Source: an optimization exercise on an open RTL-to-GDS flow (aim: a short achievable clock period and few clock cycles per item). Production flows keep margins and buffers that such runs may drop.
The RTL was checked by simulation tests, not by an equivalence proof against the original design.
Power and IR drop assume default switching activity.

### flow/design.v
module luxconv_div (
    input  wire        clk,
    input  wire        rst,
    input  wire        start,
    input  wire [33:0] dividend,
    input  wire [23:0] divisor,
    output reg         busy,
    output wire [33:0] quotient
);
    reg [33:0] q;
    reg [23:0] r;
    reg [23:0] d;
    reg [5:0]  cnt;
    wire [24:0] r_shift = {r, q[33]};
    wire [25:0] r_diff  = {1'b0, r_shift} - {2'b00, d};
    wire        q_bit   = ~r_diff[25];
    assign quotient = q;
    always @(posedge clk) begin
        if (rst) begin
            busy <= 1'b0;
            q    <= 34'd0;
            r    <= 24'd0;
            d    <= 24'd0;
            cnt  <= 6'd0;
        end else if (start && !busy) begin
            busy <= 1'b1;
            q    <= dividend;
            r    <= 24'd0;
            d    <= divisor;
            cnt  <= 6'd34;
        end else if (busy) begin
            r   <= q_bit ? r_diff[23:0] : r_shift[23:0];
            q   <= {q[32:0], q_bit};
            cnt <= cnt - 6'd1;
            if (cnt == 6'd1)
                busy <= 1'b0;
        end
    end
endmodule
module luxconv (
    input  wire        clk,
    input  wire        rst,
    input  wire        req_valid,
    input  wire [1:0]  req_gain,
    input  wire [7:0]  req_cycles,
    input  wire [15:0] req_ch1,
    input  wire [15:0] req_ch0,
    output wire        req_ready,
    output wire        rsp_valid,
    output reg  [3:0]  rsp_status,
    output reg  [23:0] rsp_lux,
    output reg  [2:0]  obs_band,
    output reg  [32:0] obs_ratio,
    output reg  [23:0] obs_chn0,
    output reg  [23:0] obs_chn1,
    output reg  [23:0] obs_scale0,
    output reg  [23:0] obs_scale1,
    output reg  [1:0]  phase
);
    localparam PH_IDLE = 2'd0, PH_BUSY = 2'd1, PH_DONE = 2'd2;
    localparam [3:0] ST_VALID  = 4'b0001,
                     ST_DEGEN  = 4'b0011,
                     ST_NEG    = 4'b0101,
                     ST_CFGERR = 4'b1001;
    localparam [23:0] SCALE_NUM = 24'd9699328;
    localparam [15:0] K1 = 16'h009A, B1 = 16'h2148, M1 = 16'h3D71;
    localparam [15:0] K2 = 16'h00C3, B2 = 16'h2A37, M2 = 16'h5B30;
    localparam [15:0] K3 = 16'h00E6, B3 = 16'h18EF, M3 = 16'h2DB9;
    localparam [15:0] K4 = 16'h0114, B4 = 16'h0FDF, M4 = 16'h199A;
    localparam [15:0] B5 = 16'h0000, M5 = 16'h0000;
    localparam [3:0] S_CHECK  = 4'd0,
                     S_DIVS   = 4'd1,
                     S_GAIN   = 4'd2,
                     S_DIV107 = 4'd3,
                     S_DIV115 = 4'd4,
                     S_MUL0   = 4'd5,
                     S_MUL1   = 4'd6,
                     S_RATIO  = 4'd7,
                     S_DIVR   = 4'd8,
                     S_BAND   = 4'd9,
                     S_MULB   = 4'd10,
                     S_MULM   = 4'd11;
    reg [15:0] ch0, ch1;
    reg [1:0]  gain;
    reg [7:0]  cycles;
    reg [3:0]  step;
    reg        div_wait;
    reg [23:0] s_val;
    reg [23:0] scale0, scale1;
    reg [23:0] channel0, channel1;
    reg [32:0] ratio;
    reg [2:0]  band;
    reg [15:0] coef_b, coef_m;
    reg [39:0] prod_b;
    assign req_ready = (phase != PH_BUSY);
    assign rsp_valid = rsp_status[0];
    wire issue = req_valid && req_ready;
    reg         div_start;
    reg  [33:0] div_dividend;
    reg  [23:0] div_divisor;
    wire        div_busy;
    wire [33:0] div_quot;
    luxconv_div u_div (
        .clk      (clk),
        .rst      (rst),
        .start    (div_start),
        .dividend (div_dividend),
        .divisor  (div_divisor),
        .busy     (div_busy),
        .quotient (div_quot)
    );
    wire div_done = div_wait && !div_busy;
    always @(*) begin
        div_start    = 1'b0;
        div_dividend = 34'd0;
        div_divisor  = 24'd1;
        if (phase == PH_BUSY && !div_wait) begin
            case (step)
                S_CHECK: if (cycles != 8'd0) begin
                    div_start    = 1'b1;
                    div_dividend = {10'd0, SCALE_NUM};
                    div_divisor  = {16'd0, cycles};
                end
                S_GAIN: if (gain == 2'd3) begin
                    div_start    = 1'b1;
                    div_dividend = {10'd0, s_val};
                    div_divisor  = 24'd107;
                end
                S_DIV115: begin
                    div_start    = 1'b1;
                    div_dividend = {10'd0, s_val};
                    div_divisor  = 24'd115;
                end
                S_RATIO: if (channel0 != 24'd0) begin
                    div_start    = 1'b1;
                    div_dividend = {channel1, 10'd0};
                    div_divisor  = channel0;
                end
                default: ;
            endcase
        end
    end
    reg  [23:0] mul_a;
    reg  [15:0] mul_b;
    wire [39:0] mul_p = mul_a * mul_b;
    always @(*) begin
        case (step)
            S_MUL0:  begin mul_a = scale0;   mul_b = ch0;    end
            S_MUL1:  begin mul_a = scale1;   mul_b = ch1;    end
            S_MULB:  begin mul_a = channel0; mul_b = coef_b; end
            default: begin mul_a = channel1; mul_b = coef_m; end
        endcase
    end
    wire signed [41:0] tbias = $signed({2'b00, prod_b}) - $signed({2'b00, mul_p}) + 42'sd32768;
    task complete;
        input [3:0]  st;
        input [23:0] lux;
        input [2:0]  bnd;
        input [32:0] rat;
        input [23:0] c0, c1, s0, s1;
        begin
            phase      <= PH_DONE;
            rsp_status <= st;
            rsp_lux    <= lux;
            obs_band   <= bnd;
            obs_ratio  <= rat;
            obs_chn0   <= c0;
            obs_chn1   <= c1;
            obs_scale0 <= s0;
            obs_scale1 <= s1;
        end
    endtask
    always @(posedge clk) begin
        if (rst) begin
            phase      <= PH_IDLE;
            ch0        <= 16'd0;
            ch1        <= 16'd0;
            gain       <= 2'd0;
            cycles     <= 8'd0;
            rsp_status <= 4'd0;
            rsp_lux    <= 24'd0;
            obs_band   <= 3'd0;
            obs_ratio  <= 33'd0;
            obs_chn0   <= 24'd0;
            obs_chn1   <= 24'd0;
            obs_scale0 <= 24'd0;
            obs_scale1 <= 24'd0;
            step       <= S_CHECK;
            div_wait   <= 1'b0;
            s_val      <= 24'd0;
            scale0     <= 24'd0;
            scale1     <= 24'd0;
            channel0   <= 24'd0;
            channel1   <= 24'd0;
            ratio      <= 33'd0;
            band       <= 3'd0;
            coef_b     <= 16'd0;
            coef_m     <= 16'd0;
            prod_b     <= 40'd0;
        end else if (issue) begin
            ch0        <= req_ch0;
            ch1        <= req_ch1;
            gain       <= req_gain;
            cycles     <= req_cycles;
            phase      <= PH_BUSY;
            rsp_status <= 4'd0;
            rsp_lux    <= 24'd0;
            obs_band   <= 3'd0;
            obs_ratio  <= 33'd0;
            obs_chn0   <= 24'd0;
            obs_chn1   <= 24'd0;
            obs_scale0 <= 24'd0;
            obs_scale1 <= 24'd0;
            step       <= S_CHECK;
            div_wait   <= 1'b0;
        end else if (phase == PH_BUSY) begin
            if (div_start)
                div_wait <= 1'b1;
            else if (div_done)
                div_wait <= 1'b0;
            case (step)
                S_CHECK: begin
                    if (cycles == 8'd0)
                        complete(ST_CFGERR, 24'd0, 3'd0, 33'd0, 24'd0, 24'd0, 24'd0, 24'd0);
                    else
                        step <= S_DIVS;
                end
                S_DIVS: if (div_done) begin
                    s_val <= div_quot[23:0];
                    step  <= S_GAIN;
                end
                S_GAIN: begin
                    case (gain)
                        2'd0: begin scale0 <= s_val;      scale1 <= s_val;      step <= S_MUL0; end
                        2'd1: begin scale0 <= s_val >> 3; scale1 <= s_val >> 3; step <= S_MUL0; end
                        2'd2: begin scale0 <= s_val >> 4; scale1 <= s_val >> 4; step <= S_MUL0; end
                        default: step <= S_DIV107;
                    endcase
                end
                S_DIV107: if (div_done) begin
                    scale0 <= div_quot[23:0];
                    step   <= S_DIV115;
                end
                S_DIV115: if (div_done) begin
                    scale1 <= div_quot[23:0];
                    step   <= S_MUL0;
                end
                S_MUL0: begin
                    channel0 <= mul_p[39:16];
                    step     <= S_MUL1;
                end
                S_MUL1: begin
                    channel1 <= mul_p[39:16];
                    step     <= S_RATIO;
                end
                S_RATIO: begin
                    if (channel0 == 24'd0)
                        complete(ST_DEGEN, 24'd0, 3'd0, 33'd0, 24'd0, channel1, scale0, scale1);
                    else
                        step <= S_DIVR;
                end
                S_DIVR: if (div_done) begin
                    ratio <= div_quot[33:1] + {32'd0, div_quot[0]};
                    step  <= S_BAND;
                end
                S_BAND: begin
                    if (ratio <= {17'd0, K1}) begin
                        band <= 3'd1; coef_b <= B1; coef_m <= M1;
                    end else if (ratio <= {17'd0, K2}) begin
                        band <= 3'd2; coef_b <= B2; coef_m <= M2;
                    end else if (ratio <= {17'd0, K3}) begin
                        band <= 3'd3; coef_b <= B3; coef_m <= M3;
                    end else if (ratio <= {17'd0, K4}) begin
                        band <= 3'd4; coef_b <= B4; coef_m <= M4;
                    end else begin
                        band <= 3'd5; coef_b <= B5; coef_m <= M5;
                    end
                    step <= S_MULB;
                end
                S_MULB: begin
                    prod_b <= mul_p;
                    step   <= S_MULM;
                end
                S_MULM: begin
                    if (tbias < 0)
                        complete(ST_NEG, 24'd0, band, ratio, channel0, channel1, scale0, scale1);
                    else
                        complete(ST_VALID, tbias[39:16], band, ratio, channel0, channel1, scale0, scale1);
                end
                default: step <= S_CHECK;
            endcase
        end
    end
endmodule
### flow/run.sh
#!/bin/bash
# synth_recipe.tcl (not shown) runs the flow's synth.tcl, then flattens the netlist and writes it again
# the make line also repeats each setting of config.mk as NAME=value (left out here)
make -C /OpenROAD-flow-scripts/flow DESIGN_CONFIG=/design/flow/config.mk WORK_HOME=/design/flow/orfs CLKGATE_MAP_FILE= SYNTH_SCRIPT=/design/flow/synth_recipe.tcl finish
### flow/config.mk
export PLATFORM = sky130hd
export DESIGN_NAME = luxconv
export DESIGN_NICKNAME = luxconv
export VERILOG_FILES = /design/flow/design.v
export SDC_FILE = /design/flow/constraint.sdc
export NUM_CORES = 4
export LEC_CHECK = 0
export CAP_MARGIN = 20
export CORE_MARGIN = 2
export CORE_UTILIZATION = 40
export SLEW_MARGIN = 20
### flow/constraint.sdc
create_clock -name core_clock -period 12.0 [get_ports {clk}]
set_input_delay 2.4000 -clock core_clock [delete_from_list [all_inputs] [get_ports {clk}]]
set_output_delay 2.4000 -clock core_clock [all_outputs]
set_load 0.01 [all_outputs]
==> results.tsv <==
metric	value	unit
Die Ht	305	um
CTS H-tree lvls	2	
R2R setup slack	0.61	ns
# port buffers	208	
Hold Crit Class	reg2reg	
largest net degree at the start of global routing	153	
R2R depth	47	
routed len/inst	21.9	um
combinational power share	12.1	%
FF-to-FF End	rsp_status[2]$_SDFFE_PP0P_	
Net Sw Frac	27.0	%
via/cell ratio	5.53	
hold path start	obs_ratio[32]$_SDFFE_PP0P_	
share of cells above drive strength 1	6.12	%
die width	305	um
vias after detailed routing	32800	
Core ar.	89900	sq um
total leakage power	16.7	nW
Setup CP Type	reg2reg	
Yosys top cell area share	28.0	%
n_diodes	0	
clk latency of the worst-skew pair	0.65	ns
RSZ-0062 raised after global routing	false	
count of pins over their slew limit	0	
peak supply drop	0.113	mV
max capacitance violation total	0	
placed instance count	5823	
synth warn	2	
fill cell count	8869	
Synth Flop Type	dfxtp_1	
CP required	12.54	ns
synth unique cells	89	
DRT Pass-1 Iters	7	
vias in the first global route	31500	
Bufs on Longest Clock Path	3	
drt total wl	130000	um
final setup vio count	0	
Switch Pwr	1.15	mW
largest stage delay on the critical path	0.58	ns
Yosys reg bits	507	
status	finished clean	
min Tclk post-route	11.39	ns
Synth Area per Inst	7.86	sq um
Period Utilization, post-route	95.0	%
Initial Util	40.3	%
Post-DRT Antenna Nets	0	
Root Driver	clkbuf_16	
CP max FO	36	
Cell Area, Synth	36300	sq um
Clk pwr share	46.4	%
maximum clock rate	0.0878	GHz
CTS tree	built	
Bufs and invs on worst path	8	
Area growth syn-to-layout	15.9	%
reg2reg start	step[0]$_SDFFE_PP0P_	
DRT iter0 DRCs	2805	
syn nets	5147	
critical path arrival	11.93	ns
Final Hold Viols	0	
Worst path top cell family by delay	adder cells	
GRT Total Usage	27.6	%
P_int	3.09	mW
dpl hpwl	101000	um
Finished Layout Cells	5933	
clk sinks	507	
CTS Buf Count	57	
Reg clk slew, reported paths	0.07	ns
Mapped Cells	4616	
startpoint types	register	
top cells by area, synth	dfxtp_1, fa_1, nand2_1, ha_1, a21oi_1	
placed instance area	39700	sq um
leading area contributor after synthesis	dfxtp_1	
first-pass GRT wire length	198000	um
post-route cell area	42000	sq um
Relative slew margins	23.1	%
Top Ports	209	
CP max-delay cell	fa_1	
Post-route DRC	0	
Layout Nets	5243	
PD cells	101	nW/um^2
Post-synth EDFFs	0	
worst clock skew	0.0217	ns
Post-synth ARST share	0	%
Worst setup EP type	register	
sequential share of power	41.4	%
row count	110	
cell count along the critical path	47	
Worst Tran Pin Value	1.15	ns
CP startpoint	step[0]$_SDFFE_PP0P_	
grt ovf	0	
worst setup path endpoint	rsp_status[2]$_SDFFE_PP0P_	
routability congestion estimate	0.963	
Die ar.	93100	sq um
initial antenna violation count	0	
sequential area share after synthesis	28.0	%
[through the flow]
stage	setup WS, ns	TNS (ns)	power, mW	utilization [%]	hold slack, ns
after floorplan	0.930	0	2.18	-	0.432
after global placement	0.205	0	2.30	44.2	0.439
after detailed placement	-0.0404	-0.728	2.30	44.2	0.445
after CTS	0.0273	0	4.26	46.6	0.454
after global routing	0.00756	0	4.39	46.8	0.459
final	0.606	0	4.24	46.8	0.450
[per-layer routing]
metal,GRT usage [%],share of wire (%),vias to the layer above
li1,-,-,15500
met4,13.3,5.6,0
met2,43.8,46,1241
met1,36.2,42,15800
met3,4.84,7.4,299
met5,0,0,-
[tightest hold or removal path: stages (launching register included)]
cell and delay [ns]:
dfxtp_1 0.30, nand2_1 0.05, a21oi_1 0.05
[logic make-up after synthesis]
| logic type | Yosys count | synth area share, % |
|---|---|---|
| multiplexers | 14 | 0.393 |
| adder cells (fa/ha/maj) | 487 | 23.2 |
| buffers and inverters | 738 | 7.69 |
| AO/OA/AOI/OAI | 1000 | 17.5 |
| AND/OR/NAND/NOR | 1742 | 20.1 |
| flip-flops | 507 | 28.0 |
| XOR/XNOR | 128 | 3.15 |
[cells in the mapped netlist (7+ instances only)]
master and number:
ha_1 179, a21oi_1 432, o31ai_1 8, o21ai_0 118, and3_1 18, xnor2_1 75, nand2b_1 22, nand4_1 24
xor2_1 51, nor2_1 545, mux2i_1 12, nor3_1 42, and2_1 27, o211ai_1 7, a211oi_1 84, or3_1 8
a22oi_1 105, nor4_1 16, a22o_1 29, buf_1 11, nand3_1 118, a21boi_0 8, fa_1 307, o21ai_1 18
clkbuf_1 282, a21o_1 36, a222oi_1 20, and4_1 8, dfxtp_1 507, a221oi_1 39, o31a_1 12, a31oi_1 11
inv_1 436, o21a_1 24, nand2_1 850, nor2b_1 25
[power by group through the flow]
stage	clock [mW]	sequential [mW]	combinational [mW]
after floorplan	0	1.77	0.411
after global placement	0	1.79	0.511
after detailed placement	0	1.79	0.513
after CTS	1.99	1.75	0.515
after global routing	2.05	1.76	0.583
final	1.97	1.76	0.515
[flip-flops by register name (all words and copies together) (netlist names), 33 cells and up]
register and count:
u_div.q 34, obs_ratio 33, prod_b 40, ratio 33
[placed cells by master (no fill, tap or decap), types with 29 or more instances in the layout]
cell	n
o21ai_0	118
nor3_1	35
a21oi_1	429
a22oi_1	105
nand3_1	118
nor2_1	542
ha_1	179
nand2_1	847
buf_4	121
xor2_1	51
a211oi_1	83
inv_1	436
a21o_1	35
a221oi_1	38
clkbuf_16	58
a22o_1	29
xnor2_1	75
fa_1	307
dfxtp_1	506
clkdlybuf4s50_1	207
[layout make-up]
class | count | area (sq um) | share of cell area, %
Clock buffer | 74 | 1640 | 3.91
Clock inverter | 30 | 468 | 1.11
Inverter | 437 | 1640 | 3.90
Multi-Input combinational cell | 3372 | 23500 | 55.9
Sequential cell | 507 | 10200 | 24.2
Tap cell | 1176 | 1470 | 3.50
Timing Repair Buffer | 337 | 3150 | 7.48
[how the worst min path moves through the flow]
stage                     slack (ns)                    endpoint  depth (start not counted)
after floorplan                 0.43    u_div.d[10]$_SDFFE_PP0P_                          2
after global placement          0.44    obs_band[1]$_SDFFE_PP0P_                          2
after detailed placement        0.45  obs_ratio[22]$_SDFFE_PP0P_                          2
after CTS                       0.45  obs_ratio[22]$_SDFFE_PP0P_                          2
after global routing            0.46  obs_ratio[32]$_SDFFE_PP0P_                          2
final                           0.45  obs_ratio[32]$_SDFFE_PP0P_                          2
[repair_timing]
action | 4_1_cts | 5_1_grt
endpoints found under the setup margin | 23 | 25
gates cloned | 1 | 0
setup buffers | 0 | 3
hold buffers | 0 | 0
pin swaps | 1 | 4
resized for setup | 2 | 16
Testbench counts, summed over its fixed seeds: cycles 147,313, items 1,600.

[re-timing with driven ports]
Ports are ideal in the flow. The routed layout listed here was re-timed in OpenROAD. Step 1: set_driving_cell puts a clkbuf_16 on clk and a buf_2 on each other input, an assumption about the parent block. Step 2 also shifts input and output timing later by t, the mid clock arrival at the registers, as if the neighbouring blocks saw the same clock. Three values: ideal ports, drivers, drivers and shift; two values: the first two.
t (ns): 0.708
setup WS [ns]: 0.606 / 0.606 / 0.606
hold WS [ns]: 0.450 / 0.450 / 0.450
slew at the worst register clock pin (ns): 0.07 / 0.07
After both steps setup and hold are still met in this run. The setup slack of this run moves by 0.000 ns with the drivers and by 0.000 ns with both steps.
